Source: an optimization exercise on an open RTL-to-GDS flow (aim: small area, a short achievable clock period and few clock cycles). Production flows keep margins and buffers that such runs may drop. RTL that was checked went through simulation tests only; none was proved equivalent to the original. Only the layout flow was run in run 1; the RTL was not checked for function there. No activity file was given, so power comes from the tool's default toggle rates.

$ cat flow/run.sh
#!/bin/bash
# The standard layout (standard.sh: the standard flow's synthesis and ORFS flow, unchanged),
# with the ports buffered by sky130_fd_sc_hd__buf_2 instead of the cell
# buffer_ports picks by default. Every port still gets its own buffer.
set -euo pipefail
export BUFFER_PORTS_ARGS="-buffer_cell sky130_fd_sc_hd__buf_2"
bash standard.sh finish > standard.log 2>&1
$ cat standard.sh
#!/bin/bash
# synth_recipe.tcl (not shown) runs the flow's synth.tcl, then flattens the netlist and writes it again
# the make line also repeats each setting of config.mk as NAME=value (left out here)
make -C /OpenROAD-flow-scripts/flow DESIGN_CONFIG=/design/flow/config.mk WORK_HOME=/design/flow/orfs CLKGATE_MAP_FILE= SYNTH_SCRIPT=/design/flow/synth_recipe.tcl "${@:-finish}"
$ cat config.mk
export PLATFORM = sky130hd
export DESIGN_NAME = cpu4
export DESIGN_NICKNAME = cpu4
export VERILOG_FILES = /design/flow/design.v
export SDC_FILE = /design/flow/constraint.sdc
export NUM_CORES = 4
export LEC_CHECK = 0
export CAP_MARGIN = 20
export CORE_MARGIN = 2
export CORE_UTILIZATION = 40
export CTS_BUF_LIST = sky130_fd_sc_hd__clkbuf_16
export CTS_CLUSTER_DIAMETER = 80
export CTS_CLUSTER_SIZE = 22
export SETUP_SLACK_MARGIN = 2.7
export SLEW_MARGIN = 20
$ cat constraint.sdc
create_clock -name core_clock -period 5.0 [get_ports {clk}]
set_input_delay 1.0000 -clock core_clock [delete_from_list [all_inputs] [get_ports {clk}]]
set_output_delay 1.0000 -clock core_clock [all_outputs]
set_load 0.01 [all_outputs]
$ cat design.v
module cpu4 (
    input  wire       clk,
    input  wire       rst,         
    output wire [7:0] rom_addr,
    input  wire [7:0] rom_data,
    input  wire       img_we,
    input  wire [3:0] img_addr,
    input  wire [3:0] img_data,
    input  wire       in_valid,
    input  wire [3:0] in_data,
    input  wire [3:0] sw_toggle,
    output wire       out_valid,
    output wire [3:0] out_data,
    output wire [3:0] led,
    output wire [3:0] sw,
    output wire       waiting,
    output wire       halted
);
    reg  [7:0] pc;
    reg  [7:0] ir;            
    reg        iv;            
    reg  [3:0] opv;           
    reg        c_sta;         
    reg        c_stai;        
    reg        c_push;        
    reg        c_zmod;        
    reg        c_cmod;        
    reg        c_kill;        
    reg        c_stk;         
    reg        c_ldai;        
    reg        clr_p;         
    reg        jp;            
    reg  [3:0] acc;
    reg        zs;            
    reg        zsave;         
    reg        cf;
    reg  [3:0] spm;           
    reg        s_empty;       
    reg        s_full;        
    reg  [63:0] ram;          
    reg  [127:0] stack;       
    reg  [3:0] led_r;
    reg  [3:0] sw_r;
    reg        wt;            
    reg        ht;            
    reg        ov;            
    wire [3:0] op = ir[7:4];
    wire [3:0] n  = ir[3:0];
    wire       e_ext  = (op == 4'hF);
    wire       e_rst  = iv & e_ext & (n == 4'h1);
    wire       e_pop  = iv & e_ext & (n == 4'h5) & ~s_empty;
    wire       e_ret  = iv & e_ext & (n == 4'h6) & ~s_empty;    
    wire       e_push = iv & c_push & ~s_full;
    wire       ldai1  = iv & c_ldai;
    wire       kill   = iv & (c_kill | c_ldai);
    wire [7:0] stk_top = stack[8*spm +: 8];
    wire [4:0] sum     = {1'b0, acc} + {1'b0, opv};
    wire [4:0] diff    = {1'b0, acc} - {1'b0, opv};
    wire [7:0] pc_inc  = pc + 8'd1;
    wire [7:0] pc_inc2 = pc + 8'd2;
    wire       zf      = zs ? (acc == 4'd0) : zsave;
    reg  [3:0] acc_e;
    reg        zs_e, zsave_e, cf_e;
    always @(*) begin
        acc_e   = acc;
        zs_e    = zs;
        zsave_e = zsave;
        cf_e    = cf;
        case (op)
        4'h1: begin acc_e = opv; zs_e = 1'b1; end
        4'h2: begin acc_e = n; zs_e = 1'b1; end
        4'h4: begin acc_e = sum[3:0]; cf_e = sum[4]; zs_e = 1'b1; end
        4'h5: begin acc_e = diff[3:0]; cf_e = diff[4]; zs_e = 1'b1; end
        4'h6: begin acc_e = acc & opv; zs_e = 1'b1; end
        4'h7: begin acc_e = acc | opv; zs_e = 1'b1; end
        4'h8: begin acc_e = acc ^ opv; zs_e = 1'b1; end
        4'hF: begin
            case (n)
            4'h1: begin acc_e = 4'd0; zs_e = 1'b0; zsave_e = 1'b0; cf_e = 1'b0; end
            4'h3: begin acc_e = ~acc; zs_e = 1'b1; end
            4'h5: if (!s_empty) begin acc_e = stk_top[3:0]; zs_e = 1'b0; zsave_e = zf; end
            default: ;
            endcase
        end
        default: ;
        endcase
    end
    wire       ram_clr = rst | clr_p;
    wire [3:0] ram_wd  = ram_clr ? 4'd0 : img_we ? img_data : wt ? in_data : acc;
    integer i;
    always @(posedge clk) begin
        for (i = 0; i < 16; i = i + 1)
            if (ram_clr || (img_we && img_addr == i) || (wt && in_valid && i == 14) ||
                (iv && c_sta && n == i) || (iv && c_stai && opv == i))
                ram[4*i +: 4] <= ram_wd;
    end
    wire [7:0] stk_wd = (op == 4'hE) ? pc_inc : {4'd0, acc};
    always @(posedge clk) begin
        for (i = 0; i < 16; i = i + 1)
            if (e_push && spm == ((i + 15) % 16))
                stack[8*i +: 8] <= stk_wd;
    end
    wire [3:0] f_op  = rom_data[7:4];
    wire [3:0] f_n   = rom_data[3:0];
    wire       f_ret = (rom_data == 8'hF6);
    wire       f_br  = ~jp & iv & (((f_op == 4'hC) & c_zmod) | ((f_op == 4'hD) & c_cmod) |
                                   (f_ret & c_stk));
    wire       f_go  = ~kill & ~ht & ~wt & ~img_we & ~clr_p & ~f_br;
    wire       f_fwd = iv & ((c_sta & (n == f_n)) | (c_stai & (opv == f_n)));
    wire [3:0] f_addr = ldai1 ? opv : f_n;
    wire [3:0] f_opv = f_fwd ? acc : ram[4*f_addr +: 4];
    wire       d_zmod = (f_op == 4'h1) | (f_op == 4'h2) | (f_op == 4'h4) | (f_op == 4'h5) |
                        (f_op == 4'h6) | (f_op == 4'h7) | (f_op == 4'h8) | (f_op == 4'h9) |
                        (rom_data == 8'hF3);
    wire       d_cmod = (f_op == 4'h4) | (f_op == 4'h5);
    wire       d_kill = (rom_data == 8'h1E) | (rom_data == 8'hF0) | (rom_data == 8'hF1);
    wire       d_stk  = (f_op == 4'hE) | (rom_data == 8'hF4) | (rom_data == 8'hF5) | f_ret;
    always @(posedge clk) begin
        opv    <= f_opv;
        if (ldai1) begin
            ir     <= 8'h10;
            c_sta  <= 1'b0;
            c_stai <= 1'b0;
            c_push <= 1'b0;
            c_zmod <= 1'b1;
            c_cmod <= 1'b0;
            c_kill <= 1'b0;
            c_stk  <= 1'b0;
            c_ldai <= 1'b0;
        end else begin
            ir     <= rom_data;
            c_sta  <= (f_op == 4'h3);
            c_stai <= (f_op == 4'hA);
            c_push <= (f_op == 4'hE) | (rom_data == 8'hF4);
            c_zmod <= d_zmod;
            c_cmod <= d_cmod;
            c_kill <= d_kill;
            c_stk  <= d_stk;
            c_ldai <= (f_op == 4'h9);
        end
    end
    always @(posedge clk) begin
        if (rst) begin
            pc      <= 8'd0;
            iv      <= 1'b0;
            jp      <= 1'b0;
            acc     <= 4'd0;
            zs      <= 1'b0;
            zsave   <= 1'b0;
            cf      <= 1'b0;
            spm     <= 4'd15;
            s_empty <= 1'b1;
            s_full  <= 1'b0;
            led_r   <= 4'd0;
            wt      <= 1'b0;
            ht      <= 1'b0;
            ov      <= 1'b0;
            clr_p   <= 1'b0;
        end else begin
            clr_p <= e_rst;
            ov <= iv & (ir == 8'hF2);
            if (iv) begin
                acc   <= acc_e;
                zs    <= zs_e;
                zsave <= zsave_e;
                cf    <= cf_e;
            end else if (wt && in_valid) begin
                acc <= in_data;
                zs  <= 1'b1;
                wt  <= 1'b0;
            end
            if (iv && ir == 8'h1E) wt <= 1'b1;
            if (iv && ir == 8'hF0) ht <= 1'b1;
            if (iv && c_sta && n == 4'd15) led_r <= acc;
            if (e_push) begin
                spm     <= spm + 4'd1;
                s_empty <= 1'b0;
                s_full  <= (spm == 4'd14);
            end
            if (e_pop || e_ret) begin
                spm     <= spm - 4'd1;
                s_full  <= 1'b0;
                s_empty <= (spm == 4'd0);
            end
            if (e_rst) begin
                spm     <= 4'd15;
                s_empty <= 1'b1;
                s_full  <= 1'b0;
                led_r   <= 4'd0;
            end
            if (e_rst) pc <= 8'd0;
            iv <= ldai1;
            if (f_go) begin
                if (jp) begin
                    pc <= rom_data;
                    jp <= 1'b0;
                end else begin
                    case (f_op)
                    4'hB: begin
                        pc <= pc_inc;
                        jp <= 1'b1;
                    end
                    4'hC: begin
                        if (zf) begin pc <= pc_inc; jp <= 1'b1; end
                        else pc <= pc_inc2;
                    end
                    4'hD: begin
                        if (cf) begin pc <= pc_inc; jp <= 1'b1; end
                        else pc <= pc_inc2;
                    end
                    default: begin
                        pc     <= (f_ret && !s_empty) ? stk_top : pc_inc;
                        jp     <= (f_op == 4'hE);
                        iv     <= 1'b1;
                    end
                    endcase
                end
            end
        end
    end
    always @(posedge clk) begin
        if (rst)
            sw_r <= 4'd0;
        else
            sw_r <= sw_r ^ sw_toggle;
    end
    assign rom_addr  = pc;
    assign out_valid = ov;
    assign out_data  = acc;
    assign led       = led_r;
    assign sw        = sw_r;
    assign waiting   = wt;
    assign halted    = ht;
endmodule
==> flow_summary.json, run 1 <==
{
  "grt_pass1_wl_um": 46500,
  "routed_wl_um": 30400,
  "rsz0062_at_grt": "yes",
  "ant_nets": 0,
  "ctsHoldBuffers": 0,
  "grt_max_degree": 33,
  "grt_pass1_vias": 7870,
  "drt_iter0_markers": 823,
  "avgSynthCellArea_um2": 12.4,
  "synth-async-reset-ratio_pct": 0,
  "worstReg2RegStart": "spm[3]",
  "drive_above_1_share_pct": 23.4,
  "syn-cell-area_um2": 11700,
  "cp_slowest_cell": "or4_4",
  "synth_top_area_share_pct": 49.1,
  "holdPathStages": 2,
  "worstMarginPinSlew_ns": 0.714,
  "total_power_w": 0.00425,
  "area_growth_pct": 15.7,
  "synth_nets": 994,
  "crit_chain": "buf_4 > or4_4 > a221oi_4 > o21ai_1 > a2111o_1 > a32o_1",
  "antenna_found_initial": 0,
  "ys.flop_type": "edfxtp_1",
  "dr_total_vias": 8113,
  "crit_type": "input port to flop",
  "io_buffers": 50,
  "grt_usage_pct": 19.6,
  "drc": 0,
  "hold_end": "zsave",
  "status": "timing/DRC/antenna clean",
  "synth-edff-count": 192,
  "nNetsFinal": 1039,
  "dieWidth_um": 175,
  "reg2reg_depth": 6,
  "r2r_setup_slack_ns": 2.77,
  "ir_worst_vdd_uv": 199,
  "core_region_area_um2": 28800,
  "clk_pin_slew_worst_paths_ns": 0.09,
  "synth_area_leaders": "edfxtp_1 (49%), dfxtp_1 (9.4%), mux4_2 (6.3%)",
  "hold_class": "flop to flop",
  "diodes": 0,
  "cp-start-kind": "input port",
  "path_buf_inv": 1,
  "cts.htree.levels": 1,
  "grt_overflow_total": 0,
  "setup.worst_path.end_class": "flop",
  "synth_top_cell_by_area": "edfxtp_1",
  "final_cell_mix": "edfxtp_1 (192), nand2_1 (63), nor2_1 (54)",
  "maxCapViolCount": 0,
  "finalHoldViolCount": 0,
  "required_ns": 5.40,
  "std_cell_rows": 62,
  "clock-sinks": 247,
  "fin_cells": 1384,
  "ys_seq_area_share_pct": 58.5,
  "gp_congestion": 0.843,
  "crit_fanout": 10,
  "drv_slew": 0,
  "io_pins": 51,
  "setup_viol": 0,
  "dp_hpwl_um": 20500,
  "clkLatencyLatePin_ns": 0.50,
  "cpPeakStageDelay_ns": 0.55,
  "max_freq_ghz": 0.431,
  "cp.arrival_ns": 2.72,
  "yosysWarnings": 1,
  "die_h_um": 175,
  "final_common_cell": "edfxtp_1",
  "path_delay_family": "compound AO/OA/AOI/OAI gates",
  "r2r_end": "pc[4]",
  "fin_skew_ns": 0.0172,
  "die_area_um2": 30800,
  "numCtsBuffers": 16,
  "dp.cells": 1331,
  "dp_worst_setup_slack_ns": 1.73,
  "start_util_pct": 40.8,
  "post-route-util_pct": 47.2,
  "cts_tree": "yes",
  "relSlewSlack_pct": 52.3,
  "layout_worst_path_cycle_share_pct": 46.4,
  "layout_setup_ws_ns": 2.68,
  "synthCells": 945,
  "hp-start": "zsave",
  "wl_per_cell_um": 22.0,
  "synth_seq_cells": 247,
  "via_per_inst": 5.86,
  "drtPass1Iterations": 5,
  "cts_root_buffer": "clkbuf_16",
  "min_period_ns": 2.32,
  "power.density_nw_per_um2": 313,
  "clk_path_buf_depth": 3,
  "fin_tns_setup_ns": 0,
  "p_leak_nw": 4.67,
  "netlist-cell-type-count": 75
}
-- cell usage after synthesis (7+ instances only) --
master / count
a22oi_1: 10
nor2_1: 76
dfxtp_1: 55
a31oi_1: 15
and3_1: 13
a211oi_1: 15
buf_2: 9
xnor2_1: 12
edfxtp_1: 192
nand3_1: 26
mux2_2: 18
ha_1: 19
nor2b_1: 18
nand2_1: 64
clkbuf_1: 45
o22ai_1: 11
o21ai_0: 21
nand2b_1: 13
nor3_1: 28
and2_1: 7
mux2i_1: 29
a21oi_1: 55
inv_1: 24
mux4_2: 33
nor4_1: 8
xor2_1: 14
-- routing by layer --
metal  global-route usage [%]  share of wire, %  up-vias
met5                        0                 0        -
met4                     3.99               1.4        0
met3                     2.47               7.2       33
met2                     30.5                46      309
met1                     29.6                46     4044
li1                         -                 -     3727
-- flip-flops by register name, summed over array words and instances, names as in the netlist, 4 cells and up --
name	cells
spm	4
ir	8
sw_r	4
ram	64
pc	8
stack	128
opv	4
acc	4
led_r	4
-- where the power goes --
group          switching (W)  leakage [nW]  internal (W)
Clock               0.000701         0.284      0.000736
Sequential         0.0000943          2.14       0.00228
Combinational       0.000264          2.25      0.000180
-- what timing repair did --
item | CTS | global route
pin swaps | 8 | 8
gates resized for setup | 84 | 31
setup endpoints to repair | 284 | 248
gates cloned | 0 | 2
setup buffers | 15 | 8
endpoints found under the hold margin | 0 | 0
-- cell families after synthesis --
group           count (synthesis)  synth area share, %
compound gates                200                 11.8
xor+xnor                       26                 1.94
fa+ha+maj                      21                 2.36
buf+inv                        85                 2.85
flops                         247                 58.5
mux                            80                 10.5
simple gates                  286                 12.0
-- how the worst max path moves through the flow --
stage                      startpoint     end  depth (start not counted)
final                     rom_data[3]   pc[3]                          6
after global routing      rom_data[6]   pc[3]                          7
after CTS                          iv  opv[2]                          6
after global placement    rom_data[5]   pc[1]                          7
after detailed placement  rom_data[5]   pc[1]                          7
after floorplan           rom_data[0]   pc[3]                          7
-- worst min-delay path: cells and delay by family (launching register included) --
kind,cells,cell delay [ns]
simple gates,1,0.05
compound gates,1,0.05
flops,1,0.32
-- through the flow --
step                      hold WS, ns  area (µm²)
after CTS                       0.459       13400
after global placement          0.440       12400
after floorplan                 0.432       11900
after detailed placement        0.446       12400
after global routing            0.484       13600
final                           0.456       13600
-- area by class of cell --
type / count / area, µm²
well taps: 384 / 480
clock buffers: 17 / 425
inverters: 25 / 98.8
multi-input cells: 614 / 4890
clock inverters: 11 / 120
fillers: 2547 / 15200
flip-flops and latches: 247 / 6920
repair buffers: 86 / 656
==> run 2, diff against run 1 <==
--- a/design.v
+++ b/design.v
@@ -89,2 +89,6 @@
     wire [3:0] ram_wd  = ram_clr ? 4'd0 : img_we ? img_data : wt ? in_data : acc;
+    wire [3:0] e_wa    = c_stai ? opv : n;                
+    wire       e_we    = iv & (c_sta | c_stai);
+    wire [3:0] ram_wa  = img_we ? img_addr : wt ? 4'd14 : e_wa;
+    wire       ram_we  = img_we | (wt & in_valid) | e_we;
     integer i;
@@ -92,4 +96,3 @@
         for (i = 0; i < 16; i = i + 1)
-            if (ram_clr || (img_we && img_addr == i) || (wt && in_valid && i == 14) ||
-                (iv && c_sta && n == i) || (iv && c_stai && opv == i))
+            if (ram_clr || (ram_we && ram_wa == i))
                 ram[4*i +: 4] <= ram_wd;
@@ -108,3 +111,3 @@
     wire       f_go  = ~kill & ~ht & ~wt & ~img_we & ~clr_p & ~f_br;
-    wire       f_fwd = iv & ((c_sta & (n == f_n)) | (c_stai & (opv == f_n)));
+    wire       f_fwd = e_we & (e_wa == f_n);
     wire [3:0] f_addr = ldai1 ? opv : f_n;
==> run 2 against run 1 <==
Effect of this change: synthesized cell count decreased by 5.8%; die area decreased by 2.3%; total power decreased by 3.4%; cell count decreased by 3.4%; global-route usage about the same; sequential share of layout area increased by 0.65 points; largest power group unchanged.
==> flow_summary.json, run 2 <==
{
  "crit_type": "flop to flop",
  "cts_root_buffer": "clkbuf_16",
  "synth-async-reset-ratio_pct": 0,
  "layout_setup_ws_ns": 2.67,
  "std_cell_rows": 61,
  "area_growth_pct": 16.8,
  "largest_reg_flops": 128,
  "regMostFlops": "stack",
  "drc": 0,
  "holdPathStages": 2,
  "synthTopCellsByCount": "edfxtp_1 (192), nor2_1 (77), nand2_1 (56)",
  "crit_path_start": "pc[1]",
  "setup.worst_path.end_class": "flop",
  "worstMarginPinSlew_ns": 0.797,
  "cp.arrival_ns": 2.54,
  "avgSynthCellArea_um2": 12.9,
  "grt_overflow_total": 0,
  "ir_worst_vdd_uv": 237,
  "grt_max_degree": 27,
  "finalHoldViolCount": 0,
  "antenna_found_initial": 1,
  "ys.flop_type": "edfxtp_1",
  "yosysMostFrequentCell": "edfxtp_1",
  "synth_area_leaders": "edfxtp_1 (50%), dfxtp_1 (9.6%), mux4_2 (5.5%)",
  "final_common_cell": "edfxtp_1",
  "design_area_um2": 13400,
  "syn-cell-area_um2": 11500,
  "synthCells": 890,
  "via_per_inst": 5.73,
  "ys_seq_area_share_pct": 59.9,
  "cp-start-kind": "flop",
  "io_buffers": 50,
  "clkLatencyLatePin_ns": 0.50,
  "dp_hpwl_um": 19800,
  "cts.htree.levels": 1,
  "placed_cell_area_um2": 12200,
  "total_power_w": 0.00411,
  "ctsHoldBuffers": 0,
  "dr_total_vias": 7662,
  "p_leak_nw": 4.84,
  "drtPass1Iterations": 5,
  "cts_tree": "yes",
  "drive_above_1_share_pct": 26.0,
  "max_freq_ghz": 0.428,
  "dieWidth_um": 173,
  "hold_class": "flop to flop",
  "yosysWarnings": 1,
  "synth_nets": 939,
  "setup_viol": 0,
  "io_pins": 51,
  "synth-edff-count": 192,
  "cp_slowest_cell": "nor2b_2",
  "worstReg2RegStart": "pc[1]",
  "maxCapViolCount": 0,
  "crit_fanout": 16,
  "min_period_ns": 2.33,
  "power.density_nw_per_um2": 307,
  "synth_seq_cells": 247,
  "grt_pass1_wl_um": 46000,
  "reg2reg_depth": 5,
  "routed_wl_um": 29900,
  "fin_tns_setup_ns": 0,
  "required_ns": 5.21,
  "clk_path_buf_depth": 3,
  "core_region_area_um2": 28000,
  "rsz0062_at_grt": "yes",
  "synth_top_cell_by_area": "edfxtp_1",
  "crit_chain": "ha_1 > and3_1 > nand4_1 > xnor2_1 > nor2b_2",
  "drv_slew": 0,
  "numCtsBuffers": 16,
  "clk_pin_slew_worst_paths_ns": 0.09,
  "cpPeakStageDelay_ns": 0.62,
  "die_h_um": 173,
  "grt_pass1_vias": 7620,
  "gp_congestion": 0.861,
  "layout_worst_path_cycle_share_pct": 46.7,
  "dp_worst_setup_slack_ns": 1.72,
  "drt_iter0_markers": 769,
  "nNetsFinal": 997,
  "status": "timing/DRC/antenna clean",
  "relSlewSlack_pct": 46.8,
  "final_cell_mix": "edfxtp_1 (192), mux2i_1 (54), nor2_1 (54)",
  "wl_per_cell_um": 22.4,
  "netlist-cell-type-count": 74,
  "fin_skew_ns": 0.0250,
  "clock-sinks": 247,
  "grt_usage_pct": 19.6,
  "ant_nets": 0,
  "hp-start": "ht",
  "reg.largest.list": "stack x128, ram x64",
  "synth_top_area_share_pct": 50.3,
  "start_util_pct": 40.9,
  "die_area_um2": 30000
}
==> run 2: worst max-delay path, delay by kind of cell, from the launching register on <==
kind                       cells  cell delay (ns)
xor gates and xnor gates       1             0.28
adders and majority gates      1             0.26
DFF                            1             0.50
and+or+nand+nor                3             1.00
==> run 2: per-stage QoR <==
| stage | utilization [%] | hold WS, ns | instances |
|---|---|---|---|
| 5_1_grt | 47.8 | 0.494 | 1337 |
| 3_3_place_gp | 43.3 | 0.456 | 1274 |
| 2_1_floorplan | - | 0.449 | 890 |
| 4_1_cts | 46.4 | 0.473 | 1320 |
| 6_report | 47.8 | 0.472 | 1337 |
| 3_5_place_dp | 43.4 | 0.460 | 1274 |
==> run 2: final cells by class <==
cell class                 instances  area (µm²)
fill                            2506       14600
sequential                       247        6910
multi-input combinational        561        4730
timing repair buffer              91         658
tap                              378         473
clock buffer                      17         425
inverter                          31         120
clock inverter                    11        77.6
antenna                            1        2.50
==> run 2: final timing paths <==
kind	to	slack, ns
max	stack[63]	2.67
min	ht	0.47
max reg2reg	stack[63]	2.67
min reg2reg	ht	0.47
==> run 2: power breakdown <==
| group | internal [W] | switching [W] | leakage, nW |
|---|---|---|---|
| Combinational | 0.000164 | 0.000255 | 2.26 |
| Sequential | 0.00227 | 0.0000771 | 2.31 |
| Clock | 0.000635 | 0.000705 | 0.267 |
| Total | 0.00307 | 0.00104 | 4.84 |
==> run 2: layer usage <==
layer / GRT usage, % / vias up / wire length [µm]
met2: 31.8 / 260 / 14300
met3: 3.16 / 43 / 1740
met5: 0 / - / 0
met1: 27.5 / 3842 / 13300
li1: - / 3517 / -
met4: 5.19 / 0 / 646
==> run 2: cells by family (layout without fill, tap and decap cells) <==
family,Yosys count,count (layout),synth area share [%]
other,0,1,0
adder cells (fa/ha/maj),21,21,2.42
multiplexers,89,89,11.3
XOR/XNOR,23,23,1.76
AO/OA/AOI/OAI,186,187,11.2
flip-flops,247,247,59.9
AND/OR/NAND/NOR,241,241,10.5
buffers and inverters,83,150,2.96
==> run 2: timing repair <==
action | CTS | global route
pin swaps | 3 | 8
gates resized for setup | 71 | 47
buffers inserted | 17 | 14
gates cloned | 1 | 2
setup endpoints to repair | 306 | 228
Testbench counts of run 2, summed over its fixed seeds: cycles 119,591.
==> run 3, diff against run 2 <==
--- a/config.mk
+++ b/config.mk
@@ -13,3 +13,3 @@
 export CTS_CLUSTER_SIZE = 22
-export SETUP_SLACK_MARGIN = 2.7
+export SETUP_SLACK_MARGIN = 2.8
 export SLEW_MARGIN = 20
==> run 3 against run 2 <==
Effect of this change: still clean on timing, DRC and antenna; clock power up 3%; first-iteration DRC count is 20% lower; sequential power is essentially flat; critical path type unchanged; largest power group unchanged; highest routed layer is now met5.
==> flow_summary.json, run 3 <==
{
  "status": "timing/DRC/antenna clean",
  "clkLatencyLatePin_ns": 0.50,
  "core_region_area_um2": 28000,
  "rsz0062_at_grt": "yes",
  "dp.cells": 1275,
  "finalHoldViolCount": 0,
  "reg.largest.list": "stack x128, ram x64",
  "largest_reg_flops": 128,
  "synth_nets": 939,
  "final_common_cell": "edfxtp_1",
  "start_util_pct": 40.9,
  "total_power_w": 0.00418,
  "syn-cell-area_um2": 11500,
  "antenna_found_initial": 1,
  "cpPeakStageDelay_ns": 0.54,
  "ctsHoldBuffers": 0,
  "path_buf_inv": 1,
  "worstMarginPinSlew_ns": 0.987,
  "die_h_um": 173,
  "synthCells": 890,
  "synth_area_leaders": "edfxtp_1 (50%), dfxtp_1 (9.6%), mux4_2 (5.5%)",
  "wl_per_cell_um": 22.3,
  "synthTopCellsByCount": "edfxtp_1 (192), nor2_1 (77), nand2_1 (56)",
  "min_period_ns": 2.28,
  "yosysMostFrequentCell": "edfxtp_1",
  "ys.flop_type": "edfxtp_1",
  "cts_tree": "yes",
  "synth_top_cell_by_area": "edfxtp_1",
  "clk_path_buf_depth": 3,
  "clk_pin_slew_worst_paths_ns": 0.09,
  "path_delay_family": "multiplexers",
  "clock-sinks": 247,
  "yosysWarnings": 1,
  "synth_top_area_share_pct": 50.3,
  "die_area_um2": 30000,
  "via_per_inst": 5.71,
  "io_pins": 51,
  "cp_slowest_cell": "mux4_1",
  "dieWidth_um": 173,
  "r2r_setup_slack_ns": 2.72,
  "grt_pass1_wl_um": 45700,
  "cp-start-kind": "flop",
  "crit_fanout": 3,
  "cts.htree.levels": 1,
  "drtPass1Iterations": 5,
  "routed_wl_um": 30200,
  "area_growth_pct": 20.5,
  "final_cell_mix": "edfxtp_1 (192), mux2i_1 (53), nor2_1 (53)",
  "grt_max_degree": 28,
  "gp_congestion": 0.902,
  "synth_seq_cells": 247,
  "fin_skew_ns": 0.0227,
  "hold_class": "flop to flop",
  "diodes": 0,
  "p_leak_nw": 4.98,
  "setup_viol": 0,
  "synth-edff-count": 192,
  "drc": 0,
  "grt_usage_pct": 19.7,
  "std_cell_rows": 61,
  "layout_worst_path_cycle_share_pct": 45.5,
  "fin_cells": 1351,
  "synth-async-reset-ratio_pct": 0,
  "fin_tns_setup_ns": 0,
  "ir_worst_vdd_uv": 203,
  "drt_iter0_markers": 617,
  "ant_nets": 0,
  "crit_type": "flop to flop",
  "avgSynthCellArea_um2": 12.9,
  "crit_chain": "buf_12 > mux4_1 > mux4_2 > a221oi_2 > o21ai_1 > a32o_1",
  "drv_slew": 0,
  "relSlewSlack_pct": 33.8,
  "grt_overflow_total": 0,
  "max_freq_ghz": 0.439,
  "setup.worst_path.end_class": "flop",
  "required_ns": 5.39,
  "cp.arrival_ns": 2.67,
  "cts_root_buffer": "clkbuf_16",
  "grt_pass1_vias": 7522,
  "drive_above_1_share_pct": 30.6,
  "maxCapViolCount": 0,
  "regMostFlops": "stack",
  "power.density_nw_per_um2": 303,
  "ys_seq_area_share_pct": 59.9,
  "io_buffers": 50,
  "netlist-cell-type-count": 74,
  "nNetsFinal": 1013,
  "dp_hpwl_um": 20200,
  "numCtsBuffers": 17,
  "dr_total_vias": 7709
}
==> run 3: cell counts after synthesis <==
No cell type changed its count.
==> run 3: area by class of cell <==
type	instances	area (µm²)
Tap cell	378	473
Timing Repair Buffer	107	861
Multi-Input combinational cell	560	4920
Clock inverter	11	91.3
Fill cell	2421	14200
Clock buffer	17	425
Inverter	31	120
Sequential cell	247	6920
==> run 3: kinds of logic (layout without fill, tap and decap cells) <==
group,Yosys count,in the layout,share of synthesized area [%]
buffers and inverters,83,166,2.96
xor gates and xnor gates,23,23,1.76
DFF,247,247,59.9
and+or+nand+nor,241,241,10.5
muxes,89,89,11.3
adders and majority gates,21,21,2.42
AOI/OAI and AO/OA,186,186,11.2
==> run 3: metal layers <==
metal / global-route usage, % / share of wire [%] / up-vias
met1: 27.5 / 44 / 3859
met4: 5.61 / 3.1 / 2
met3: 3.09 / 5.4 / 64
met5: 0 / 0.046 / -
li1: - / - / 3552
met2: 31.9 / 47 / 232
==> run 3: where the power goes <==
group | switching [W] | internal (W)
Combinational | 0.000278 | 0.000183
Clock | 0.000733 | 0.000649
Sequential | 0.0000656 | 0.00227
Total | 0.00108 | 0.00310
==> run 3: what timing repair did <==
action                     in CTS  in global routing
setup buffers                  23                 24
pin swaps                       7                 17
setup endpoints to repair     355                188
resized for setup              83                 53
gates cloned                    1                  0
==> run 3: tightest hold or removal path, cell delays in order, from the launching register on <==
cell	delay, ns
dfxtp_1	0.33
mux2i_1	0.06
nor2_1	0.07
==> run 3: path summary, 6_finish.rpt <==
kind / from / to / cells after the start
hold reg to reg: led_r[2] / led_r[2] / 2
setup reg to reg: spm[1] / pc[3] / 6
hold / removal: led_r[2] / led_r[2] / 2
setup / recovery: spm[1] / pc[3] / 6
==> run 3: stage by stage <==
step / utilization, % / hold WS [ns] / cell area [µm²] / setup WS, ns
2_1_floorplan: - / 0.449 / 11900 / 2.57
3_3_place_gp: 44.2 / 0.466 / 12400 / 1.95
3_5_place_dp: 44.2 / 0.477 / 12400 / 2.02
4_1_cts: 47.9 / 0.497 / 13400 / 2.69
5_1_grt: 49.3 / 0.523 / 13800 / 2.65
6_report: 49.3 / 0.493 / 13800 / 2.72
==> run 4, diff against run 3 <==
--- a/config.mk
+++ b/config.mk
@@ -11,4 +11,4 @@
 export CTS_BUF_LIST = sky130_fd_sc_hd__clkbuf_16
-export CTS_CLUSTER_DIAMETER = 80
-export CTS_CLUSTER_SIZE = 22
+export CTS_CLUSTER_DIAMETER = 100
+export CTS_CLUSTER_SIZE = 30
 export SETUP_SLACK_MARGIN = 2.8
==> run 4 against run 3 <==
Effect of this change: clock power fell by 5%; critical path depth did not move; total power fell by 1.4%; clock skew rose by 0.0061 ns; still clean on timing, DRC and antenna; largest cell class unchanged; final area fell by 0.12%; synthesized area did not move; sequential cell count did not move; worst setup slack got worse by 0.014 ns; die area did not move.
==> flow_summary.json, run 4 <==
{
  "status": "timing/DRC/antenna clean",
  "nFillCells": 2421,
  "synth_top_cell_by_area": "edfxtp_1",
  "regArea_um2": 6930,
  "intPower_w": 0.00305,
  "drtPass1Iterations": 5,
  "clkLatencyLatePin_ns": 0.50,
  "drc": 0,
  "maxCapViolCount": 0,
  "fin_skew_ns": 0.0288,
  "clk_path_buf_depth": 3,
  "crit_type": "flop to flop",
  "cpPeakStageDelay_ns": 0.54,
  "largest_reg_flops": 128,
  "synth_area_leaders": "edfxtp_1 (50%), dfxtp_1 (9.6%), mux4_2 (5.5%)",
  "routed_wl_um": 30200,
  "numCtsBuffers": 14,
  "layout_setup_ws_ns": 2.71,
  "total_power_w": 0.00412,
  "relSlewSlack_pct": 31.6,
  "ir_worst_vdd_uv": 195,
  "antenna_found_initial": 0,
  "max_freq_ghz": 0.437,
  "grt_pass1_wl_um": 46000,
  "die_h_um": 173,
  "worstReg2RegStart": "spm[1]",
  "holdPathStages": 2,
  "cp_slowest_cell": "mux4_2",
  "synthTopCellsByCount": "edfxtp_1 (192), nor2_1 (77), nand2_1 (56)",
  "grt_overflow_total": 0,
  "syn-cell-area_um2": 11500,
  "cp.arrival_ns": 2.69,
  "post-route-util_pct": 49.3,
  "std_cell_rows": 61,
  "reg.largest.list": "stack x128, ram x64",
  "wl_per_cell_um": 22.3,
  "setup_viol": 0,
  "yosysWarnings": 1,
  "drv_slew": 0,
  "dp_hpwl_um": 20200,
  "ys.flop_type": "edfxtp_1",
  "diodes": 0,
  "combinationalPowerShare_pct": 11.6,
  "dr_total_vias": 7695,
  "power.density_nw_per_um2": 299,
  "synthCells": 890,
  "final_common_cell": "edfxtp_1",
  "cts_root_buffer": "clkbuf_16",
  "min_period_ns": 2.29,
  "critical_path.most_common_cell": "mux4_2",
  "clk_pin_slew_worst_paths_ns": 0.11,
  "multiInputGateArea_um2": 4970,
  "yosysMostFrequentCell": "edfxtp_1",
  "synth-edff-count": 192,
  "grt_pass1_vias": 7595,
  "core_region_area_um2": 28000,
  "grt_max_degree": 32,
  "io_pins": 51,
  "r2r_setup_slack_ns": 2.71,
  "cts_tree": "yes",
  "synth_nets": 939,
  "io_buffers": 50,
  "dieWidth_um": 173,
  "ctsHoldBuffers": 0,
  "rsz0062_at_grt": "yes",
  "clock-sinks": 247,
  "r2r_end": "pc[3]",
  "layout_worst_path_cycle_share_pct": 45.8,
  "ys_seq_area_share_pct": 59.9,
  "regMostFlops": "stack",
  "die_area_um2": 30000,
  "setup.worst_path.end_class": "flop",
  "start_util_pct": 40.9,
  "p_leak_nw": 4.96,
  "drt_iter0_markers": 660,
  "hold_class": "flop to flop",
  "drive_above_1_share_pct": 31.2,
  "cp-start-kind": "flop",
  "reg2reg_depth": 6,
  "finalHoldViolCount": 0,
  "nNetsFinal": 1014,
  "synth_top_area_share_pct": 50.3,
  "switching_power_w": 0.00107,
  "gp_congestion": 0.902,
  "swShare_pct": 26.0,
  "synth-async-reset-ratio_pct": 0,
  "avgSynthCellArea_um2": 12.9,
  "p_clk_share_pct": 31.9,
  "cts.htree.levels": 1,
  "ant_nets": 0,
  "crit_chain": "buf_6 > mux4_2 > mux4_2 > a221oi_2 > o21ai_1 > a32o_1",
  "via_per_inst": 5.70,
  "worstMarginPinSlew_ns": 1.02,
  "fin_tns_setup_ns": 0,
  "hold_end": "zsave",
  "required_ns": 5.40,
  "synth_seq_cells": 247,
  "dp_worst_setup_slack_ns": 2.02,
  "hp-start": "zsave",
  "seqPwrFrac_pct": 56.6,
  "area_growth_pct": 20.3,
  "grt_usage_pct": 19.8,
  "crit_fanout": 5,
  "final_cell_mix": "edfxtp_1 (192), mux2i_1 (53), nor2_1 (52)",
  "netlist-cell-type-count": 74
}
## run 4: area by class of cell
type | instances | share of cell area, %
Inverter | 31 | 0.888
Clock buffer | 15 | 2.72
Tap cell | 378 | 3.43
Sequential cell | 247 | 50.2
Timing Repair Buffer | 111 | 5.92
Clock inverter | 9 | 0.834
Multi-Input combinational cell | 560 | 36.0
## run 4: through the flow
stage | hold slack, ns | instance area (µm²) | instances
after floorplan | 0.449 | 11900 | 890
after global placement | 0.466 | 12400 | 1275
after detailed placement | 0.477 | 12400 | 1275
after CTS | 0.499 | 13400 | 1329
after global routing | 0.521 | 13800 | 1351
final | 0.494 | 13800 | 1351
## run 4: worst max-delay path by stage
stage                     depth (start not counted)       to   startpoint  slack, ns
after detailed placement                          7    pc[6]  rom_data[7]       2.02
final                                             6    pc[3]       spm[1]       2.71
after global routing                              6    pc[7]       spm[3]       2.68
after floorplan                                   5  ram[16]       img_we       2.57
after CTS                                         6    pc[3]       spm[1]       2.71
after global placement                            7    pc[6]  rom_data[7]       1.95
## run 4: per-layer routing
layer  routed length (µm)  track usage [%]
met1                13600             27.8
met2                14300             32.1
met3                 1520             2.79
met4                  815             5.86
met5                    0                0
## run 4: power by group through the flow
| stage | logic (W) | clock network, W | registers, W |
|---|---|---|---|
| CTS | 0.000441 | 0.00134 | 0.00233 |
| detailed placement | 0.000400 | 0 | 0.00239 |
| finish | 0.000477 | 0.00131 | 0.00233 |
| floorplan | 0.000308 | 0 | 0.00235 |
| global route | 0.000514 | 0.00142 | 0.00234 |
| global placement | 0.000398 | 0 | 0.00239 |
## run 4: kinds of logic after synthesis
group	Yosys count	synth area share, %
flops	247	59.9
mux	89	11.3
simple gates	241	10.5
buf+inv	83	2.96
compound gates	186	11.2
xor+xnor	23	1.76
fa+ha+maj	21	2.42
## run 4: repair_timing
| item | in CTS | in global routing |
|---|---|---|
| setup endpoints to repair | 355 | 174 |
| pin swaps | 8 | 19 |
| resized for setup | 91 | 53 |
| setup buffers | 30 | 22 |
## run 4: worst max-delay path, delay by kind of cell, from the launching register on
kind | cells | cell delay (ns)
compound gates | 3 | 0.59
buf+inv | 1 | 0.13
flops | 1 | 0.40
mux | 2 | 1.06
==> run 5, diff against run 4 <==
--- a/config.mk
+++ b/config.mk
@@ -9,7 +9,7 @@
 export CORE_MARGIN = 2
-export CORE_UTILIZATION = 40
+export CORE_UTILIZATION = 60
 export CTS_BUF_LIST = sky130_fd_sc_hd__clkbuf_16
-export CTS_CLUSTER_DIAMETER = 100
-export CTS_CLUSTER_SIZE = 30
-export SETUP_SLACK_MARGIN = 2.8
+export CTS_CLUSTER_DIAMETER = 90
+export CTS_CLUSTER_SIZE = 26
+export SETUP_SLACK_MARGIN = 2.75
 export SLEW_MARGIN = 20
==> run 5 against run 4 <==
Effect of this change: still clean on timing, DRC and antenna; maximum frequency up 2.4%; global-route usage is 9.3 points higher; die area down 33%; sequential share of layout area up 1.2 points; first-iteration DRC count up 3.5%; critical path type is now input port to flop; largest power group unchanged.
==> flow_summary.json, run 5 <==
{
  "grt_usage_pct": 29.1,
  "p_clk_share_pct": 28.4,
  "cts.htree.levels": 1,
  "r2r_end": "pc[7]",
  "synth_top_area_share_pct": 50.3,
  "routed_wl_um": 29200,
  "via_per_inst": 6.55,
  "ant_nets": 0,
  "numCtsBuffers": 13,
  "finalHoldViolCount": 0,
  "synthTopCellsByCount": "edfxtp_1 (192), nor2_1 (77), nand2_1 (56)",
  "relSlewSlack_pct": 28.9,
  "dr_total_vias": 7911,
  "synth_area_leaders": "edfxtp_1 (50%), dfxtp_1 (9.6%), mux4_2 (5.5%)",
  "layout_setup_ws_ns": 2.76,
  "p_leak_nw": 4.92,
  "dieWidth_um": 142,
  "final_common_cell": "edfxtp_1",
  "switching_power_w": 0.000973,
  "swShare_pct": 24.8,
  "std_cell_rows": 50,
  "intPower_w": 0.00295,
  "cp.arrival_ns": 2.62,
  "worstReg2RegStart": "spm[0]",
  "hp-start": "ht",
  "die_area_um2": 20200,
  "avgSynthCellArea_um2": 12.9,
  "design_area_um2": 13500,
  "regMostFlops": "stack",
  "synth_seq_cells": 247,
  "nFillCells": 1294,
  "synth-edff-count": 192,
  "crit_path_start": "rom_data[5]",
  "gp_congestion": 0.896,
  "setup_viol": 0,
  "clk_pin_slew_worst_paths_ns": 0.11,
  "clock-sinks": 247,
  "total_power_w": 0.00392,
  "maxCapViolCount": 0,
  "power.density_nw_per_um2": 291,
  "min_period_ns": 2.24,
  "status": "timing/DRC/antenna clean",
  "largest_reg_flops": 128,
  "reg2reg_depth": 7,
  "combinationalPowerShare_pct": 11.7,
  "synth-async-reset-ratio_pct": 0,
  "core_region_area_um2": 18700,
  "regArea_um2": 6920,
  "die_h_um": 142,
  "hold_slack_ns": 0.484,
  "cts_root_buffer": "clkbuf_16",
  "seqPwrFrac_pct": 59.9,
  "ys_seq_area_share_pct": 59.9,
  "synth_nets": 939,
  "netlist-cell-type-count": 74,
  "diodes": 0,
  "reg.largest.list": "stack x128, ram x64",
  "drt_iter0_markers": 683,
  "setup.worst_path.end_class": "flop",
  "grt_overflow_total": 0,
  "required_ns": 5.38,
  "drive_above_1_share_pct": 29.3,
  "grt_pass1_wl_um": 44800,
  "syn-cell-area_um2": 11500,
  "clkLatencyLatePin_ns": 0.49,
  "crit_type": "input port to flop",
  "clk_path_buf_depth": 3,
  "drc": 0,
  "hold_class": "flop to flop",
  "io_buffers": 50,
  "crit_fanout": 11,
  "hold_end": "ht",
  "dp_worst_setup_slack_ns": 1.78,
  "placed_cell_area_um2": 12100,
  "rsz0062_at_grt": "yes",
  "worstMarginPinSlew_ns": 1.06,
  "drv_slew": 0,
  "yosysWarnings": 1,
  "drtPass1Iterations": 5,
  "ir_worst_vdd_uv": 434,
  "start_util_pct": 61.3,
  "fin_tns_setup_ns": 0,
  "r2r_setup_slack_ns": 2.77,
  "antenna_found_initial": 0,
  "area_growth_pct": 17.4,
  "fin_skew_ns": 0.0210,
  "synth_top_cell_by_area": "edfxtp_1",
  "nNetsFinal": 1017,
  "synthCells": 890,
  "yosysMostFrequentCell": "edfxtp_1",
  "final_cell_mix": "edfxtp_1 (192), mux2i_1 (54), nor2_1 (54)",
  "wl_per_cell_um": 24.2,
  "max_freq_ghz": 0.447,
  "grt_pass1_vias": 7813,
  "cts_tree": "yes",
  "io_pins": 51,
  "ys.flop_type": "edfxtp_1",
  "grt_max_degree": 28,
  "multiInputGateArea_um2": 4910,
  "holdPathStages": 2,
  "layout_worst_path_cycle_share_pct": 44.7,
  "cp-start-kind": "input port",
  "dp_hpwl_um": 19400
}
==> run 5: cell counts after synthesis <==
Identical to the previous run, type by type.
==> run 5: cell type report <==
type	count	area share, %
inverter	31	0.892
clock buffer	13	2.42
timing repair buffer	114	6.37
sequential	247	51.4
multi-input combinational	561	36.5
tap	234	2.17
clock inverter	8	0.316
==> run 5: worst max path at each step <==
stage	slack (ns)	end	depth (start not counted)
6_report	2.76	pc[7]	7
2_1_floorplan	2.57	ram[16]	5
3_5_place_dp	1.78	opv[0]	8
5_1_grt	2.70	pc[7]	7
4_1_cts	2.63	stack[47]	5
3_3_place_gp	1.90	opv[0]	8
==> run 5: cells by family (layout without fill, tap and decap cells) <==
family,Yosys count,after routing,synth area share [%]
AO/OA/AOI/OAI,186,187,11.2
XOR/XNOR,23,23,1.76
adder cells (fa/ha/maj),21,21,2.42
buffers and inverters,83,166,2.96
flip-flops,247,247,59.9
multiplexers,89,89,11.3
AND/OR/NAND/NOR,241,241,10.5
==> run 5: power groups by stage <==
stage	Combinational [W]	Sequential (W)	Clock (W)
3_5_place_dp	0.000383	0.00239	0
2_1_floorplan	0.000301	0.00235	0
6_report	0.000459	0.00235	0.00111
3_3_place_gp	0.000371	0.00240	0
5_1_grt	0.000497	0.00235	0.00120
4_1_cts	0.000405	0.00235	0.00113
==> run 5: per-layer routing <==
layer | track usage [%] | vias up | routed length [µm]
met5 | 0 | - | 0
met4 | 9.79 | 0 | 928
met3 | 3.26 | 68 | 1760
met2 | 49.5 | 331 | 14500
met1 | 39.5 | 3957 | 12000
li1 | - | 3555 | -
==> run 5: critical path: stages <==
cell and delay, ns:
buf_2 0.20, nand2_2 0.11, nor3_4 0.32, a31oi_1 0.23, a221oi_2 0.39, a211oi_1 0.09
a211o_1 0.28
==> run 5: what timing repair did <==
item,in CTS,in global routing
pin swaps,5,17
endpoints found under the setup margin,294,213
hold buffers,0,0
cloned,1,0
gates resized for setup,71,48
setup buffers,24,32
==> run 5: per-stage QoR <==
| step | util, % | instances |
|---|---|---|
| after floorplan | - | 890 |
| after detailed placement | 64.8 | 1129 |
| after global placement | 64.8 | 1129 |
| after global routing | 72.0 | 1208 |
| final | 72.0 | 1208 |
| after CTS | 69.3 | 1175 |
==> run 6, diff against run 5 <==
--- a/config.mk
+++ b/config.mk
@@ -9,3 +9,3 @@
 export CORE_MARGIN = 2
-export CORE_UTILIZATION = 60
+export CORE_UTILIZATION = 45
 export CTS_BUF_LIST = sky130_fd_sc_hd__clkbuf_16
==> run 6 against run 5 <==
Effect of this change: still clean; register-to-register slack got worse by 0.03 ns; total power is 4.4% higher; critical path depth is 1 lower; die area rose by 32%; clock skew decreased by 0.0034 ns; combinational power fell by 4.4%; synthesized area stayed put; non-clock buffer count decreased by 15; sequential share of layout area increased by 0.081 points; final area decreased by 0.16%; worst setup slack lost 0.023 ns; critical path type is now flop to flop; largest cell class unchanged.
==> flow_summary.json, run 6 <==
{
  "status": "timing/DRC/antenna clean",
  "fin_skew_ns": 0.0176,
  "via_per_inst": 5.91,
  "required_ns": 5.39,
  "cts_tree": "yes",
  "drc": 0,
  "drv_slew": 0,
  "cp.arrival_ns": 2.65,
  "nNetsFinal": 1003,
  "grt_max_degree": 33,
  "synth_top_cell_by_area": "edfxtp_1",
  "ys.flop_type": "edfxtp_1",
  "die_h_um": 164,
  "final_cell_mix": "edfxtp_1 (192), nor2_1 (55), mux2i_1 (54)",
  "synthCells": 890,
  "numCtsBuffers": 15,
  "dr_total_vias": 7640,
  "gp_congestion": 0.886,
  "syn-cell-area_um2": 11500,
  "path_buf_inv": 1,
  "synth-edff-count": 192,
  "nFillCells": 2129,
  "io_buffers": 50,
  "clkLatencyLatePin_ns": 0.50,
  "netlist-cell-type-count": 74,
  "relSlewSlack_pct": 26.2,
  "crit_chain": "buf_8 > mux4_1 > mux4_2 > a221oi_2 > o21ai_1 > a32o_1",
  "regMostFlops": "stack",
  "core_region_area_um2": 25100,
  "fin_cells": 1293,
  "crit_fanout": 6,
  "worstMarginPinSlew_ns": 1.10,
  "largest_reg_flops": 128,
  "dp_hpwl_um": 20200,
  "drtPass1Iterations": 5,
  "maxCapViolCount": 0,
  "ys_seq_area_share_pct": 59.9,
  "hold_class": "flop to flop",
  "max_freq_ghz": 0.442,
  "power.density_nw_per_um2": 304,
  "synth_nets": 939,
  "min_period_ns": 2.26,
  "cp_slowest_cell": "mux4_1",
  "regArea_um2": 6920,
  "synth_seq_cells": 247,
  "start_util_pct": 45.7,
  "area_growth_pct": 17.2,
  "setup.worst_path.end_class": "flop",
  "cp-start-kind": "flop",
  "clk_path_buf_depth": 3,
  "std_cell_rows": 58,
  "antenna_found_initial": 1,
  "rsz0062_at_grt": "yes",
  "final_common_cell": "edfxtp_1",
  "path_delay_family": "multiplexers",
  "routed_wl_um": 30000,
  "reg.largest.list": "stack x128, ram x64",
  "synth_area_leaders": "edfxtp_1 (50%), dfxtp_1 (9.6%), mux4_2 (5.5%)",
  "ant_nets": 0,
  "avgSynthCellArea_um2": 12.9,
  "drt_iter0_markers": 543,
  "cts_root_buffer": "clkbuf_16",
  "wl_per_cell_um": 23.2,
  "synthTopCellsByCount": "edfxtp_1 (192), nor2_1 (77), nand2_1 (56)",
  "die_area_um2": 26800,
  "grt_overflow_total": 0,
  "clock-sinks": 247,
  "p_leak_nw": 4.87,
  "synth-async-reset-ratio_pct": 0,
  "synth_top_area_share_pct": 50.3,
  "dp.cells": 1228,
  "yosysWarnings": 1,
  "multiInputGateArea_um2": 4840,
  "finalHoldViolCount": 0,
  "fin_tns_setup_ns": 0,
  "layout_worst_path_cycle_share_pct": 45.2,
  "drive_above_1_share_pct": 27.8,
  "ir_worst_vdd_uv": 377,
  "clk_pin_slew_worst_paths_ns": 0.10,
  "crit_type": "flop to flop",
  "setup_viol": 0,
  "yosysMostFrequentCell": "edfxtp_1",
  "io_pins": 51,
  "cpPeakStageDelay_ns": 0.55,
  "grt_pass1_vias": 7534,
  "grt_pass1_wl_um": 45300,
  "dieWidth_um": 164,
  "cts.htree.levels": 1,
  "grt_usage_pct": 22.5
}
[run 6: changes by cell type in the layout (fill, tap and decap cells not counted), sizes merged]
cell	delta
a21oi	-1
buf	-17
clkbuf	+4
clkinv	+1
clkinvlp	+1
diode	+1
[run 6: what timing repair did]
action,CTS,global route
gates resized for setup,70,38
pin swaps,2,10
setup buffers,13,26
setup endpoints to repair,251,298
hold buffers,0,0
[run 6: tightest hold or removal path, stage by stage (launching register included)]
cell and delay (ns):
dfxtp_1 0.33, inv_1 0.05, a21oi_1 0.05
[run 6: layout make-up]
cell class | instances | area share [%]
flip-flops and latches | 247 | 51.4
clock buffers | 15 | 2.79
multi-input cells | 560 | 36.0
inverters | 31 | 0.921
repair buffers | 99 | 5.11
diodes | 1 | 0.0186
well taps | 330 | 3.07
clock inverters | 10 | 0.679
[run 6: path summary, 6_finish.rpt]
check	from	to	slack, ns	cells past startpoint
setup / recovery	spm[1]	pc[3]	2.74	6
hold / removal	ht	ht	0.47	2
setup reg to reg	spm[1]	pc[3]	2.74	6
hold reg to reg	ht	ht	0.47	2
[run 6: kinds of logic after synthesis]
kind of cell             after synthesis  synth area share (%)
AO/OA/AOI/OAI                        186                  11.2
XOR/XNOR                              23                  1.76
adder cells (fa/ha/maj)               21                  2.42
buffers and inverters                 83                  2.96
flip-flops                           247                  59.9
multiplexers                          89                  11.3
AND/OR/NAND/NOR                      241                  10.5
[run 6: per-layer routing]
layer  part of all wire (%)  GRT usage [%]
met3                    5.8           3.28
met2                     47           35.7
met4                    2.6           7.14
met1                     44           32.2
met5                      0              0
[run 6: through the flow]
stage	setup slack (ns)	total power, W	hold slack (ns)	cell area, µm²	util (%)
after floorplan	2.57	0.00265	0.449	11800	-
after global placement	1.96	0.00278	0.451	12300	48.8
after detailed placement	1.91	0.00278	0.457	12300	48.9
after CTS	2.67	0.00409	0.472	13100	52.2
after global routing	2.68	0.00423	0.514	13400	53.6
final	2.74	0.00409	0.468	13400	53.6
[run 6: report_power, final]
part	switching [W]	total [W]	leakage [nW]	internal, W
clock network	0.000732	0.00132	0.244	0.000584
registers	0.0000651	0.00234	2.31	0.00227
logic	0.000268	0.000439	2.32	0.000171
==> run 7, diff against run 6 <==
--- a/config.mk
+++ b/config.mk
@@ -9,3 +9,3 @@
 export CORE_MARGIN = 2
-export CORE_UTILIZATION = 45
+export CORE_UTILIZATION = 55
 export CTS_BUF_LIST = sky130_fd_sc_hd__clkbuf_16
==> run 7 against run 6 <==
Effect of this change: still clean on timing, DRC and antenna; sequential power barely moved; sequential share of layout area is 0.14 points higher; non-clock buffer count is 6 lower; sequential cell count is the same; final area decreased by 0.31%; clock-buffer cell count is 1 lower; cell count is 5.2% lower; critical path type unchanged; critical endpoint is now acc[3].
==> flow_summary.json, run 7 <==
{
  "status": "timing/DRC/antenna clean",
  "regMostFlops": "stack",
  "ys_seq_area_share_pct": 59.9,
  "r2r_end": "acc[3]",
  "drv_slew": 0,
  "power.density_nw_per_um2": 300,
  "io_pins": 51,
  "fin_cells": 1226,
  "drive_above_1_share_pct": 27.1,
  "r2r_setup_slack_ns": 2.71,
  "clkLatencyLatePin_ns": 0.51,
  "hold_end": "ht",
  "clock-sinks": 247,
  "grt_overflow_total": 0,
  "diodes": 0,
  "final_cell_mix": "edfxtp_1 (192), mux2i_1 (54), nor2_1 (54)",
  "dr_total_vias": 7825,
  "clk_pin_slew_worst_paths_ns": 0.10,
  "avgSynthCellArea_um2": 12.9,
  "fin_tns_setup_ns": 0,
  "relSlewSlack_pct": 40.4,
  "worstMarginPinSlew_ns": 0.892,
  "nNetsFinal": 997,
  "wl_per_cell_um": 24.0,
  "grt_pass1_wl_um": 44300,
  "setup_viol": 0,
  "gp_congestion": 0.907,
  "dieWidth_um": 148,
  "synth_nets": 939,
  "nFillCells": 1497,
  "min_period_ns": 2.29,
  "synthCells": 890,
  "required_ns": 5.34,
  "fin_skew_ns": 0.0312,
  "cp.arrival_ns": 2.63,
  "numCtsBuffers": 14,
  "holdPathStages": 2,
  "drc": 0,
  "cts_root_buffer": "clkbuf_16",
  "grt_usage_pct": 26.3,
  "crit_type": "flop to flop",
  "final_common_cell": "edfxtp_1",
  "max_freq_ghz": 0.437,
  "synth-async-reset-ratio_pct": 0,
  "p_leak_nw": 4.83,
  "io_buffers": 50,
  "hold_class": "flop to flop",
  "dp_hpwl_um": 19700,
  "worstReg2RegStart": "spm[1]",
  "grt_pass1_vias": 7742,
  "area_growth_pct": 16.9,
  "synth_top_cell_by_area": "edfxtp_1",
  "synth-edff-count": 192,
  "reg.largest.list": "stack x128, ram x64",
  "ir_worst_vdd_uv": 278,
  "reg2reg_depth": 7,
  "yosysMostFrequentCell": "edfxtp_1",
  "finalHoldViolCount": 0,
  "hp-start": "ht",
  "rsz0062_at_grt": "yes",
  "crit_fanout": 6,
  "drtPass1Iterations": 5,
  "synth_seq_cells": 247,
  "synthTopCellsByCount": "edfxtp_1 (192), nor2_1 (77), nand2_1 (56)",
  "clk_path_buf_depth": 3,
  "syn-cell-area_um2": 11500,
  "setup.worst_path.end_class": "flop",
  "grt_max_degree": 28,
  "start_util_pct": 56.3,
  "die_area_um2": 22000,
  "cts.htree.levels": 1,
  "maxCapViolCount": 0,
  "layout_worst_path_cycle_share_pct": 45.8,
  "die_h_um": 148,
  "yosysWarnings": 1,
  "ys.flop_type": "edfxtp_1",
  "synth_area_leaders": "edfxtp_1 (50%), dfxtp_1 (9.6%), mux4_2 (5.5%)",
  "largest_reg_flops": 128,
  "ant_nets": 0,
  "antenna_found_initial": 0,
  "std_cell_rows": 52,
  "dp.cells": 1166,
  "cp-start-kind": "flop",
  "drt_iter0_markers": 665,
  "core_region_area_um2": 20400,
  "netlist-cell-type-count": 74,
  "synth_top_area_share_pct": 50.3,
  "via_per_inst": 6.38,
  "routed_wl_um": 29500,
  "cts_tree": "yes"
}
run 7: cell counts after synthesis:
Identical to the previous run, type by type.
run 7: how the worst max path moves through the flow:
stage                     start   endpoint  slack [ns]
finish                   spm[1]     acc[3]        2.71
global route             spm[1]      pc[3]        2.67
CTS                       pc[1]  stack[63]        2.65
detailed placement  rom_data[0]     opv[3]        1.82
global placement    rom_data[0]     opv[3]        1.95
floorplan                img_we    ram[16]        2.57
run 7: per-stage QoR:
step	power, W	worst slack, ns	hold slack, ns	area, µm²	util, %
2_1_floorplan	0.00265	2.57	0.449	11800	-
3_5_place_dp	0.00278	1.82	0.469	12200	59.8
4_1_cts	0.00400	2.65	0.484	13000	63.7
3_3_place_gp	0.00277	1.95	0.455	12200	59.8
6_report	0.00402	2.71	0.486	13400	65.8
5_1_grt	0.00415	2.67	0.497	13400	65.8
run 7: cell type report:
class                      count  area [µm²]  area share [%]
multi-input combinational    561        4890            36.5
tap                          270         338            2.52
timing repair buffer          93         712            5.31
sequential                   247        6910            51.6
inverter                      31         120           0.896
clock buffer                  14         350            2.61
clock inverter                10        80.1           0.597
run 7: kinds of logic after synthesis:
| family | after synthesis | synth area share, % |
|---|---|---|
| compound gates | 186 | 11.2 |
| xor+xnor | 23 | 1.76 |
| fa+ha+maj | 21 | 2.42 |
| buf+inv | 83 | 2.96 |
| flops | 247 | 59.9 |
| mux | 89 | 11.3 |
| simple gates | 241 | 10.5 |
run 7: repair_timing:
item / in CTS / in global routing
hold buffers: 0 / 0
endpoints found under the setup margin: 286 / 240
pin swaps: 3 / 14
gates cloned: 2 / 2
setup buffers: 10 / 22
resized for setup: 75 / 41
run 7: metal layers:
metal | routed length (µm) | global-route usage, % | up-vias
met4 | 1120 | 10.1 | 0
met2 | 14800 | 45.5 | 343
met3 | 1790 | 3.19 | 76
met5 | 0 | 0 | -
li1 | - | - | 3525
met1 | 11700 | 34.3 | 3881
run 7: power by group:
group	switching [W]	total [W]	internal, W
Clock	0.000690	0.00123	0.000541
Combinational	0.000267	0.000440	0.000173
Sequential	0.0000744	0.00235	0.00227
Total	0.00103	0.00402	0.00299
run 7: critical path: stages, from the launching register on:
cell	delay, ns
dfxtp_4	0.44
mux4_2	0.55
mux4_2	0.54
buf_4	0.18
nand2_1	0.08
nand4_1	0.10
a21oi_1	0.16
a2111oi_2	0.07
==> run 8, diff against run 7 <==
--- a/config.mk
+++ b/config.mk
@@ -9,3 +9,3 @@
 export CORE_MARGIN = 2
-export CORE_UTILIZATION = 55
+export CORE_UTILIZATION = 40
 export CTS_BUF_LIST = sky130_fd_sc_hd__clkbuf_16
==> run 8 against run 7 <==
Effect of this change: global-route usage is 7.2 points lower; sequential share of layout area grew 0.47 points; critical path depth down 3; via count fell by 4.4%; synthesized cell count unchanged; clock skew is 0.0019 ns higher; final area decreased by 0.93%; sequential power about the same; cell count grew 7.7%.
==> flow_summary.json, run 8 <==
{
  "status": "timing/DRC/antenna clean",
  "grt_pass1_wl_um": 44500,
  "cp.arrival_ns": 2.40,
  "dp_worst_setup_slack_ns": 2.00,
  "synth-async-reset-ratio_pct": 0,
  "r2r_setup_slack_ns": 2.74,
  "ys_seq_area_share_pct": 59.9,
  "layout_worst_path_cycle_share_pct": 45.3,
  "post-route-util_pct": 47.4,
  "power.density_nw_per_um2": 305,
  "antenna_found_initial": 0,
  "regMostFlops": "stack",
  "final_common_cell": "edfxtp_1",
  "grt_usage_pct": 19.1,
  "start_util_pct": 40.9,
  "relSlewSlack_pct": 28.0,
  "p_leak_nw": 4.74,
  "crit_fanout": 20,
  "setup.worst_path.end_class": "flop",
  "rsz0062_at_grt": "yes",
  "dr_total_vias": 7478,
  "largest_reg_flops": 128,
  "synth-edff-count": 192,
  "crit_type": "flop to flop",
  "area_growth_pct": 15.8,
  "hold_class": "flop to flop",
  "required_ns": 5.14,
  "max_freq_ghz": 0.442,
  "synth_area_leaders": "edfxtp_1 (50%), dfxtp_1 (9.6%), mux4_2 (5.5%)",
  "die_h_um": 173,
  "worstMarginPinSlew_ns": 1.07,
  "grt_overflow_total": 0,
  "io_pins": 51,
  "dp_hpwl_um": 19900,
  "reg.largest.list": "stack x128, ram x64",
  "die_area_um2": 30000,
  "wl_per_cell_um": 22.1,
  "reg2reg_depth": 4,
  "clk_pin_slew_worst_paths_ns": 0.10,
  "yosysMostFrequentCell": "edfxtp_1",
  "via_per_inst": 5.67,
  "worstReg2RegStart": "iv",
  "numCtsBuffers": 15,
  "yosysWarnings": 1,
  "synth_nets": 939,
  "io_buffers": 50,
  "drt_iter0_markers": 710,
  "netlist-cell-type-count": 74,
  "gp_congestion": 0.875,
  "grt_max_degree": 33,
  "drc": 0,
  "setup_viol": 0,
  "synthCells": 890,
  "nNetsFinal": 984,
  "synth_seq_cells": 247,
  "routed_wl_um": 29200,
  "std_cell_rows": 61,
  "cts.htree.levels": 1,
  "synth_top_area_share_pct": 50.3,
  "ctsHoldBuffers": 0,
  "total_power_w": 0.00406,
  "dieWidth_um": 173,
  "drtPass1Iterations": 5,
  "layout_setup_ws_ns": 2.74,
  "avgSynthCellArea_um2": 12.9,
  "drv_slew": 0,
  "r2r_end": "stack[33]",
  "finalHoldViolCount": 0,
  "ant_nets": 0,
  "crit_path_start": "iv",
  "cp-start-kind": "flop",
  "clk_path_buf_depth": 3,
  "cts_tree": "yes",
  "drive_above_1_share_pct": 25.1,
  "ir_worst_vdd_uv": 164,
  "clock-sinks": 247,
  "clkLatencyLatePin_ns": 0.50,
  "fin_skew_ns": 0.0331,
  "synthTopCellsByCount": "edfxtp_1 (192), nor2_1 (77), nand2_1 (56)",
  "min_period_ns": 2.26,
  "cts_root_buffer": "clkbuf_16",
  "endpoint": "stack[33]",
  "diodes": 0,
  "maxCapViolCount": 0,
  "fin_tns_setup_ns": 0,
  "syn-cell-area_um2": 11500,
  "ys.flop_type": "edfxtp_1",
  "synth_top_cell_by_area": "edfxtp_1",
  "final_cell_mix": "edfxtp_1 (192), nor2_1 (55), nand2_1 (54)",
  "core_region_area_um2": 28000,
  "grt_pass1_vias": 7285
}
[run 8: repair_timing]
action                     in CTS  in global routing
resized for setup              58                 32
gates cloned                    0                  0
setup buffers                  16                  4
setup endpoints to repair     322                152
pin swaps                       4                  3
[run 8: cells by family (layout without fill, tap and decap cells)]
logic type	count (synthesis)	count (layout)	synth area share (%)
compound gates	186	186	11.2
xor+xnor	23	23	1.76
fa+ha+maj	21	21	2.42
buf+inv	83	135	2.96
flops	247	247	59.9
mux	89	89	11.3
simple gates	241	241	10.5
[run 8: final cells by class]
type / count / area [µm²]
clock buffers: 15 / 375
repair buffers: 80 / 546
inverters: 31 / 116
flip-flops and latches: 247 / 6910
clock inverters: 9 / 88.8
fillers: 2506 / 14700
multi-input cells: 560 / 4770
well taps: 378 / 473
[run 8: report_power, final]
part	internal [W]	total, W	switching, W
Clock	0.000580	0.00130	0.000724
Combinational	0.000158	0.000411	0.000253
Sequential	0.00227	0.00234	0.0000693
Total	0.00301	0.00406	0.00105
[run 8: per-stage QoR]
step	hold slack, ns	instance area, µm²	std cells
CTS	0.493	13100	1316
global route	0.527	13300	1320
floorplan	0.449	11800	890
global placement	0.467	12300	1276
finish	0.486	13300	1320
detailed placement	0.480	12300	1276
[run 8: worst min path at each step]
stage | startpoint | end | slack [ns] | depth (start not counted)
after floorplan | zsave | zsave | 0.45 | 2
after detailed placement | zsave | zsave | 0.48 | 2
after CTS | zsave | zsave | 0.49 | 2
after global routing | led_r[0] | led_r[0] | 0.53 | 2
final | zsave | zsave | 0.49 | 2
after global placement | zsave | zsave | 0.47 | 2
[run 8: routing by layer]
| metal | track usage (%) | share of wire, % | up-vias |
|---|---|---|---|
| met2 | 30.9 | 47 | 220 |
| met3 | 3.03 | 5.2 | 57 |
| met5 | 0 | 0 | - |
| met1 | 26.7 | 45 | 3706 |
| met4 | 5.61 | 2.8 | 0 |
| li1 | - | - | 3495 |
[run 8: critical path, stage by stage (launching register included)]
cell     delay [ns]
dfxtp_2        0.59
nand2_1        0.17
nor2_2         0.32
nand2_1        0.32
nor2_2         0.50

-- static timing again, ports no longer ideal --
The flow's constraints put no driver on any port. The routed layouts listed below were extracted and timed again, unchanged, in two steps. Step 1 (the two cells are an assumption about what drives the block):
set clk [get_ports {clk}]
set_driving_cell -lib_cell sky130_fd_sc_hd__clkbuf_16 $clk
set_driving_cell -lib_cell sky130_fd_sc_hd__buf_2 [delete_from_list [all_inputs] $clk]
Step 2 times the ports against the registers' clock, not the clock port: input delays grow and output delays shrink by t, the midpoint of the rising clock arrivals with the driver on. Three values: no drivers, after step 1, after step 2; two values: the first two.
run | t, ns | setup WS [ns] | worst register clock-pin slew, ns
run 1 | 0.542 | 2.680 / 2.613 / 2.072 | 0.09 / 0.09
run 2 | 0.537 | 2.666 / 2.666 / 2.201 | 0.10 / 0.10
run 3 | 0.536 | 2.724 / 2.717 / 2.239 | 0.09 / 0.09
run 4 | 0.526 | 2.710 / 2.710 / 2.345 | 0.12 / 0.12
run 5 | 0.524 | 2.763 / 2.752 / 2.255 | 0.11 / 0.11
run 6 | 0.535 | 2.740 / 2.731 / 2.274 | 0.10 / 0.10
run 7 | 0.540 | 2.712 / 2.712 / 2.281 | 0.11 / 0.11
run 8 | 0.534 | 2.736 / 2.736 / 2.273 | 0.10 / 0.10
After both steps every run listed still meets setup and hold. The setup slack of run 1, which loses most, moves by -0.067 ns with the drivers and by -0.608 ns with both steps.
